From an optimization exercise on the open Yosys and OpenROAD flow, aimed at small area, a short achievable clock period and few clock cycles; shortcuts taken in it are not production practice.
Function was checked by simulation only, so behaviour that the tests miss may differ from the original.
Power is estimated from default activity; no workload was simulated.

==> flow/design.v <==
module sumedh_engine (
    input  wire        clk,
    input  wire        rst,           
    output reg         mem_valid,
    output reg         mem_we,
    output reg  [15:0] mem_addr,
    output reg  [15:0] mem_wdata,
    input  wire        mem_ready,
    input  wire [15:0] mem_rdata,
    output wire        halted,
    output wire        fault_valid,
    output wire [2:0]  fault_cause,
    output wire [15:0] fault_addr,
    output wire [15:0] fault_word,
    output wire [15:0] fault_info,
    output wire [15:0] pc_out,
    output wire [3:0]  flags,         
    input  wire [2:0]  dbg_sel,
    output wire [15:0] dbg_data
);
    localparam [2:0] S_FETCH = 3'd0,
                     S_EXEC  = 3'd1,
                     S_MEM   = 3'd2,
                     S_WB    = 3'd3,
                     S_HALT  = 3'd4;
    localparam [2:0] F_UNKNOWN_OP = 3'd1,
                     F_PROTECTED  = 3'd2,
                     F_STACK_OVF  = 3'd3,
                     F_STACK_UNF  = 3'd4,
                     F_DIV_ZERO   = 3'd5,
                     F_BAD_REG    = 3'd6;
    reg [15:0] x [0:7];
    reg [15:0] pc;
    reg        fz, fn, fc, fv;
    reg        flt;
    reg [2:0]  flt_cause;
    reg [15:0] flt_addr, flt_word, flt_info;
    reg [2:0]  state;
    reg [15:0] acc_addr;     
    reg        acc_we;
    reg [15:0] acc_wdata;
    reg        wb_to_pc;     
    reg [2:0]  wb_reg;
    assign halted      = (state == S_HALT);
    assign fault_valid = flt;
    assign fault_cause = flt_cause;
    assign fault_addr  = flt_addr;
    assign fault_word  = flt_word;
    assign fault_info  = flt_info;
    assign pc_out      = pc;
    assign flags       = {fz, fn, fc, fv};
    assign dbg_data    = x[dbg_sel];
    wire [15:0] w   = mem_rdata;
    wire [3:0]  op  = w[15:12];
    wire [2:0]  rd  = w[11:9];
    wire [2:0]  rs  = w[8:6];
    wire [15:0] a_val = x[rd];
    wire [15:0] b_val = w[0] ? {8'd0, w[8:1]} : x[rs];
    reg  [15:0] alu_res;
    always @(*) begin
        case (op)
            4'h1:    alu_res = a_val + b_val;
            4'h2:    alu_res = a_val - b_val;
            4'h3:    alu_res = a_val * b_val;
            4'h4:    alu_res = (b_val == 16'd0) ? 16'd0 : a_val / b_val;
            4'h5:    alu_res = a_val & b_val;
            4'h6:    alu_res = a_val | b_val;
            4'h7:    alu_res = a_val ^ b_val;
            default: alu_res = b_val;             
        endcase
    end
    wire [5:0]  sh_field = w[8:3];
    wire [1:0]  sh_mode  = w[2:1];
    wire        sh_bad   = !w[0] && (sh_field > 6'd7);
    wire [15:0] sh_amt   = w[0] ? {10'd0, sh_field} : x[sh_field[2:0]];
    wire        sh_big   = (sh_amt > 16'd15);
    wire signed [15:0] sh_sar = $signed(a_val) >>> sh_amt[3:0];
    reg  [15:0] sh_res;
    always @(*) begin
        case (sh_mode)
            2'd0: sh_res = sh_big ? 16'd0 : (a_val << sh_amt[3:0]);
            2'd1: sh_res = sh_big ? 16'd0 : (a_val >> sh_amt[3:0]);
            2'd2: sh_res = sh_big ? {16{a_val[15]}} : sh_sar;
            default: sh_res = (a_val >> sh_amt[3:0]) | (a_val << (5'd16 - {1'b0, sh_amt[3:0]}));
        endcase
    end
    wire [15:0] ea        = x[rs] + {{10{w[5]}}, w[5:0]};
    wire        ea_prot   = (ea >= 16'h0100) && (ea <= 16'h7FFF);
    wire [15:0] sp        = x[0];
    wire [1:0]  stk_mode  = w[11:10];
    wire [8:0]  stk_field = w[9:1];
    wire        stk_bad   = (stk_mode != 2'd2) && (stk_field > 9'd7);
    wire        sp_ovf    = (sp < 16'hF000);
    wire        sp_unf    = (sp == 16'hFFFF);
    wire [15:0] cmp_a   = x[rd];
    wire [15:0] cmp_b   = x[rs];
    wire [15:0] cmp_r   = cmp_a - cmp_b;
    reg         br_taken;
    always @(*) begin
        case (w[11:9])
            3'd0: br_taken = fz;
            3'd1: br_taken = !fz;
            3'd2: br_taken = !fn && !fz;
            3'd3: br_taken = fn;
            3'd4: br_taken = !fn || fz;
            3'd5: br_taken = fn || fz;
            3'd6: br_taken = 1'b1;
            default: br_taken = 1'b0;
        endcase
    end
    always @(*) begin
        mem_valid = 1'b0;
        mem_we    = 1'b0;
        mem_addr  = pc;
        mem_wdata = 16'd0;
        case (state)
            S_FETCH: begin
                mem_valid = 1'b1;
                mem_addr  = pc;
            end
            S_MEM: begin
                mem_valid = 1'b1;
                mem_we    = acc_we;
                mem_addr  = acc_addr;
                mem_wdata = acc_wdata;
            end
            default: ;
        endcase
    end
    integer i;
    task raise(input [2:0] cause, input [15:0] info);
        begin
            flt       <= 1'b1;
            flt_cause <= cause;
            flt_addr  <= pc - 16'd1;    
            flt_word  <= w;
            flt_info  <= info;
            state     <= S_HALT;
        end
    endtask
    task access(input we, input [15:0] addr, input [15:0] data);
        begin
            acc_we    <= we;
            acc_addr  <= addr;
            acc_wdata <= data;
            state     <= S_MEM;
        end
    endtask
    always @(posedge clk) begin
        if (rst) begin
            x[0] <= 16'hFFFF;
            for (i = 1; i < 8; i = i + 1)
                x[i] <= 16'd0;
            pc        <= 16'd0;
            fz        <= 1'b0;
            fn        <= 1'b0;
            fc        <= 1'b0;
            fv        <= 1'b0;
            flt       <= 1'b0;
            flt_cause <= 3'd0;
            flt_addr  <= 16'd0;
            flt_word  <= 16'd0;
            flt_info  <= 16'd0;
            state     <= S_FETCH;
            acc_addr  <= 16'd0;
            acc_we    <= 1'b0;
            acc_wdata <= 16'd0;
            wb_to_pc  <= 1'b0;
            wb_reg    <= 3'd0;
        end else begin
            case (state)
                S_FETCH: begin
                    if (mem_ready) begin
                        pc        <= pc + 16'd1;
                        state     <= S_EXEC;
                    end
                end
                S_EXEC: begin
                    state <= S_FETCH;
                    case (op)
                        4'h0: state <= S_HALT;
                        4'h1, 4'h2, 4'h3, 4'h5, 4'h6, 4'h7, 4'h9:
                            x[rd] <= alu_res;
                        4'h4: begin
                            if (b_val == 16'd0)
                                raise(F_DIV_ZERO, 16'd0);
                            else
                                x[rd] <= alu_res;
                        end
                        4'h8: begin
                            if (sh_bad)
                                raise(F_BAD_REG, {10'd0, sh_field});
                            else
                                x[rd] <= sh_res;
                        end
                        4'hA, 4'hB: begin
                            if (ea_prot)
                                raise(F_PROTECTED, ea);
                            else begin
                                access(op[0], ea, x[rd]);
                                wb_to_pc <= 1'b0;
                                wb_reg   <= rd;
                            end
                        end
                        4'hC: begin
                            if (stk_mode == 2'd3)
                                raise(F_UNKNOWN_OP, 16'h000C);
                            else if (stk_bad)
                                raise(F_BAD_REG, {7'd0, stk_field});
                            else if (stk_mode == 2'd1) begin
                                if (sp_unf)
                                    raise(F_STACK_UNF, sp);
                                else begin
                                    x[0] <= sp + 16'd1;
                                    access(1'b0, sp + 16'd1, 16'd0);
                                    wb_to_pc <= 1'b0;
                                    wb_reg   <= stk_field[2:0];
                                end
                            end else begin
                                if (sp_ovf)
                                    raise(F_STACK_OVF, sp);
                                else begin
                                    x[0] <= sp - 16'd1;
                                    access(1'b1, sp, (stk_mode == 2'd0) ? x[stk_field[2:0]]
                                                                        : {7'd0, stk_field});
                                end
                            end
                        end
                        4'hD: begin
                            fz <= (cmp_r == 16'd0);
                            fn <= cmp_r[15];
                            fc <= (cmp_a < cmp_b);
                            fv <= (cmp_a[15] != cmp_b[15]) && (cmp_r[15] != cmp_a[15]);
                        end
                        4'hE: begin
                            if (br_taken)
                                pc <= pc + {{7{w[8]}}, w[8:0]};
                        end
                        default: begin    
                            if (!w[11]) begin
                                if (sp_ovf)
                                    raise(F_STACK_OVF, sp);
                                else begin
                                    x[0] <= sp - 16'd1;
                                    pc   <= pc + {{5{w[10]}}, w[10:0]};
                                    access(1'b1, sp, pc);
                                end
                            end else begin
                                if (sp_unf)
                                    raise(F_STACK_UNF, sp);
                                else begin
                                    x[0] <= sp + 16'd1;
                                    access(1'b0, sp + 16'd1, 16'd0);
                                    wb_to_pc <= 1'b1;
                                end
                            end
                        end
                    endcase
                end
                S_MEM: begin
                    if (mem_ready)
                        state <= acc_we ? S_FETCH : S_WB;
                end
                S_WB: begin
                    if (wb_to_pc)
                        pc <= mem_rdata;
                    else
                        x[wb_reg] <= mem_rdata;
                    state <= S_FETCH;
                end
                default: ;    
            endcase
        end
    end
endmodule
==> flow/run.sh <==
#!/bin/bash
# synth_recipe.tcl (not shown) runs the flow's synth.tcl, then flattens the netlist and writes it again
# the make line also repeats each setting of config.mk as NAME=value (left out here)
make -C /OpenROAD-flow-scripts/flow DESIGN_CONFIG=/design/flow/config.mk WORK_HOME=/design/flow/orfs CLKGATE_MAP_FILE= SYNTH_SCRIPT=/design/flow/synth_recipe.tcl finish
==> flow/config.mk <==
export PLATFORM = sky130hd
export DESIGN_NAME = sumedh_engine
export DESIGN_NICKNAME = sumedh_engine
export VERILOG_FILES = /design/flow/design.v
export SDC_FILE = /design/flow/constraint.sdc
export NUM_CORES = 4
export LEC_CHECK = 0
export CAP_MARGIN = 20
export CORE_MARGIN = 2
export CORE_UTILIZATION = 40
export SLEW_MARGIN = 20
==> flow/constraint.sdc <==
create_clock -name core_clock -period 36.0 [get_ports {clk}]
set_input_delay 7.2000 -clock core_clock [delete_from_list [all_inputs] [get_ports {clk}]]
set_output_delay 7.2000 -clock core_clock [all_outputs]
set_load 0.01 [all_outputs]
==> notes.md <==
The peak ir drop on the vdd network came out at between 0.1 and 0.15 mV. The initial cell density of the core is 40.23%. The number of placed instances, taps included, is just under 6000. The final standard cell count with taps included and fillers excluded came out at 5864. After synthesis, the netlist uses ~110 different library cells. The final-layout setup total negative slack came out at 0 ns.

The number of setup violations in the final report came out at 0. The library cells used most frequently in the layout, excluding fill and tap cells, are nor2_1, nand2_1, a21oi_1, buf_4, ha_1. The total detailed-routing wirelength came out at 165900 um. In this run the power density over the cells is about 95 nW/um2. The congestion estimate from routability-driven global placement came to 1.029. The max-slew violation count came out at 0. The data required time of the worst path is approximately 36 ns. The cell class contributing the biggest share of worst-path delay is compound AO/OA/AOI/OAI gates. The final core utilization came out at 46.85%. Among all flip-flop cells after synthesis, the most frequent one is edfxtp_1. The largest register by flop count is x. The flow ran to the end and the layout has no timing, DRC or antenna violations. The standard cell core area came out at 88100 um2.

The fraction of the cycle the final worst path needs came out at slightly below 100%. Of all cell types, the one taking the most synthesized area is edfxtp_1. The first global-routing pass estimated roughly 240000 um of wire. The layout-stage area growth over the synthesis result is 16.46%. The number of ports placed on the die boundary came out at 145.

For the worst-skew pair, the clock arrives at the later sink with an insertion delay of 0.61 ns. The largest incremental delay on the critical path came out at 0.64 ns. The synthesized area divided by synthesized cell count came out at slightly below 8 um2.

The share of synthesized area in the top cell type comes to 10.84%. In the routed layout, each cell is associated on average with a via count of between 6 and 7. The maximum achievable frequency is approximately 29 MHz. Of the synthesized area, sequential elements account for 17.17%. The setup skew after layout is between 0.015 and 0.02 ns. The tool flagged a number of max-cap violations equal to 0. The remaining number of nets flagged by the antenna check after routing came out at 0. The clock tree from TritonCTS is done. The final layout contains around 5100 nets. The endpoint arrival time on the critical path came out at 35.14 ns. The maximum number of buffers from clock root to sink is 3. After detailed routing, the average wire length per cell comes to 28.29 um.

The detailed-router iteration count before antenna repair is 8. The post-CTS clock slew at the launch and capture registers of the worst setup and hold paths is approximately 0.060 ns. The die boundary width came out at 301.7 um. Entering global routing, the biggest net connects 77 pins. The transition time of the tightest slew-check pin came out at about 1.2 ns. The worst hold path stage count came out at 1.

Following the worst setup path forward leads to its endpoint at x[1][0]. The number of hold violations in the final report came out at 0. The synthesized cell area is roughly 35000 um2. After floorplanning, the core was divided into 109 placement rows. The synthesized instance count is around 4500. The number of enable-type register cells in the synthesized netlist is about 130.

The initial DRC count came out at ~5500. The static leakage power came out at 16.67 nW. The overall via count from detail_route came out at 38670. In this run the critical register-to-register path is captured at x[1][0]. Synthesis produced a netlist with a net count of about 5000. The min-delay analysis places its worst path in the category reg2reg. Counting stages on the worst path, the most repeated cell is o21a_1.

Clock tree synthesis inserted a total of 29 buffers. The number of antenna violations at the first check in global routing came out at 8. The post-detailed-route DRC marker count is 0.

The flip-flop count of the largest register, all copies and words added is about 130. The combined global-route utilization of all metal layers is around a third. The share of cells above drive strength 1 is around 17%. The count of buffers added on input and output ports is 144. Sorting the synthesized cells by area gives the leading types as edfxtp_1, ha_1, mux4_2, dfxtp_1, nor2_1.

In this run the clock root is driven by a clkbuf_16. Leaving out fill and tap cells, the most frequent cell in the layout is nor2_1. The maximum fanout along the worst path is 16.

The number of cells on the worst reg-to-reg path is roughly 140. The die covers 91010 um2. The startpoint identified for the worst register-to-register timing path is x[0][4]. Together, buffers and inverters on the worst path number 15. The internal reg-to-reg setup slack is about 7.4 ns. The number of synthesis warnings is 1. Hold repair after CTS inserted 0 buffers. The sink count of the clock tree came out at 240.

The flip-flop and latch count after synthesis came out at 240. Tracing the worst setup path back leads to its startpoint at mem_rdata[6]. The post-synthesis async set-or-reset flop share came out at 0%. The maximum level of the CTS H-tree came out at 1.

The half-perimeter wire length after detailed placement is 119100 um. The headroom to the max-slew limit is roughly 22%. The total overflow reported by the global router is 0. The critical path's slowest cell is or4b_2.

The critical path is of the in2reg type. The logic depth of the worst path, buffers included came out at approximately 140. STA classifies the critical path endpoint as a register. The time the final worst path needs with I/O delays and setup is ~35 ns. The via count of the first global-routing pass is about 36000. The nature of the critical path startpoint is a primary input. Measured along the y axis, the die boundary spans 301.7 um.
kinds of logic after synthesis:
kind of cell             share of synthesized area, %
AO/OA/AOI/OAI                                   22.82
flip-flops                                      17.17
AND/OR/NAND/NOR                                 20.07
buffers and inverters                           6.269
adder cells (fa/ha/maj)                         14.88
XOR/XNOR                                        5.002
multiplexers                                    13.79
how the worst min path moves through the flow:
stage	slack, ns	to	start
finish	0.46	acc_wdata[13]	acc_wdata[13]
global route	0.48	acc_wdata[12]	acc_wdata[12]
CTS	0.46	acc_wdata[12]	acc_wdata[12]
detailed placement	0.44	acc_wdata[12]	acc_wdata[12]
global placement	0.44	acc_wdata[13]	acc_wdata[13]
floorplan	0.42	acc_wdata[12]	acc_wdata[12]
per-layer routing:
| layer | GRT usage (%) | up-vias | wire [um] |
|---|---|---|---|
| met5 | 0 | - | 71 |
| met4 | 19.34 | 12 | 11250 |
| met3 | 8.760 | 633 | 21200 |
| met2 | 50.25 | 2696 | 68160 |
| met1 | 47.65 | 18434 | 65230 |
| li1 | - | 16895 | - |
synthesized netlist by cell type (30+ instances only):
cell type,instances
clkbuf_1,215
nand3_1,96
a22oi_1,31
dfxtp_1,112
a21oi_1,341
nand2_1,465
buf_2,37
o211ai_1,59
mux4_2,109
and2_1,31
a21o_1,59
or2_2,37
nor3_1,134
a211oi_1,58
inv_1,238
fa_1,84
o22ai_1,62
or3_1,30
o21a_1,59
mux2i_1,124
edfxtp_1,128
mux2_2,95
xnor2_1,131
and3_1,42
ha_1,287
nor2_1,541
xor2_1,67
a31oi_1,62
nand2b_1,34
nor4_1,35
o21ai_0,231
through the flow:
stage | instance area, um2 | total power (W) | setup slack (ns) | hold WS, ns
5_1_grt | 41280 | 0.004205 | -0.1272 | 0.4845
3_3_place_gp | 39240 | 0.003262 | -0.1337 | 0.4362
4_1_cts | 40310 | 0.003651 | 0.04445 | 0.4570
3_5_place_dp | 39250 | 0.003285 | -0.8102 | 0.4428
6_report | 41280 | 0.003904 | 1.182 | 0.4648
2_1_floorplan | 35560 | 0.002352 | 0.04838 | 0.4186
area by class of cell:
type	instances	area, um2
Inverter	258	979.7
Antenna cell	1	2.502
Clock inverter	20	270.3
Fill cell	8809	46820
Multi-Input combinational cell	3699	27910
Tap cell	1165	1458
Clock buffer	34	774.5
Sequential cell	240	6086
Timing Repair Buffer	447	3795
power breakdown:
part	switching, W	internal, W	total [W]
Sequential	0.0000202	0.000299	0.000319
Combinational	0.00174	0.00151	0.00325
Clock	0.000136	0.000197	0.000333
Total	0.00190	0.00200	0.00390
worst reg2reg max path: cells and delay by family (launching register included):
family | cells | cell delay (ns)
AO/OA/AOI/OAI | 63 | 11.54
flip-flops | 1 | 0.70
adder cells (fa/ha/maj) | 15 | 4.39
multiplexers | 5 | 1.52
buffers and inverters | 11 | 1.68
AND/OR/NAND/NOR | 41 | 8.47
timing repair:
item | CTS | global route
setup endpoints to repair | 8 | 16
pin swaps | 0 | 47
setup buffers | 0 | 35
gates resized for setup | 3 | 122
hold endpoints to repair | 0 | 0
cloned | 0 | 5
Testbench counts, summed over its fixed seeds: cycles 165,286.

static timing again, ports no longer ideal:
Ports are ideal in the flow. The routed layout listed here was re-timed in OpenROAD. Step 1 assumes that a clkbuf_16 drives the clock port and a buf_2 every other input. Step 2, shift: input delay + t, output delay - t, t = (earliest + latest rising clock arrival at the registers) / 2. This alone moves slack from input paths to output paths. Three values: ideal, step 1, step 2; two values: the first two.
t, ns: 0.661
setup WS [ns]: 1.182 / 1.189 / 0.528
worst hold slack (ns): 0.465 / 0.465 / 0.465
clock arrival spread, ns: 0.019 / 0.020
After both steps setup and hold are still met in this run. For this run, drivers alone change the setup slack by +0.007 ns; drivers and shift together by -0.654 ns.
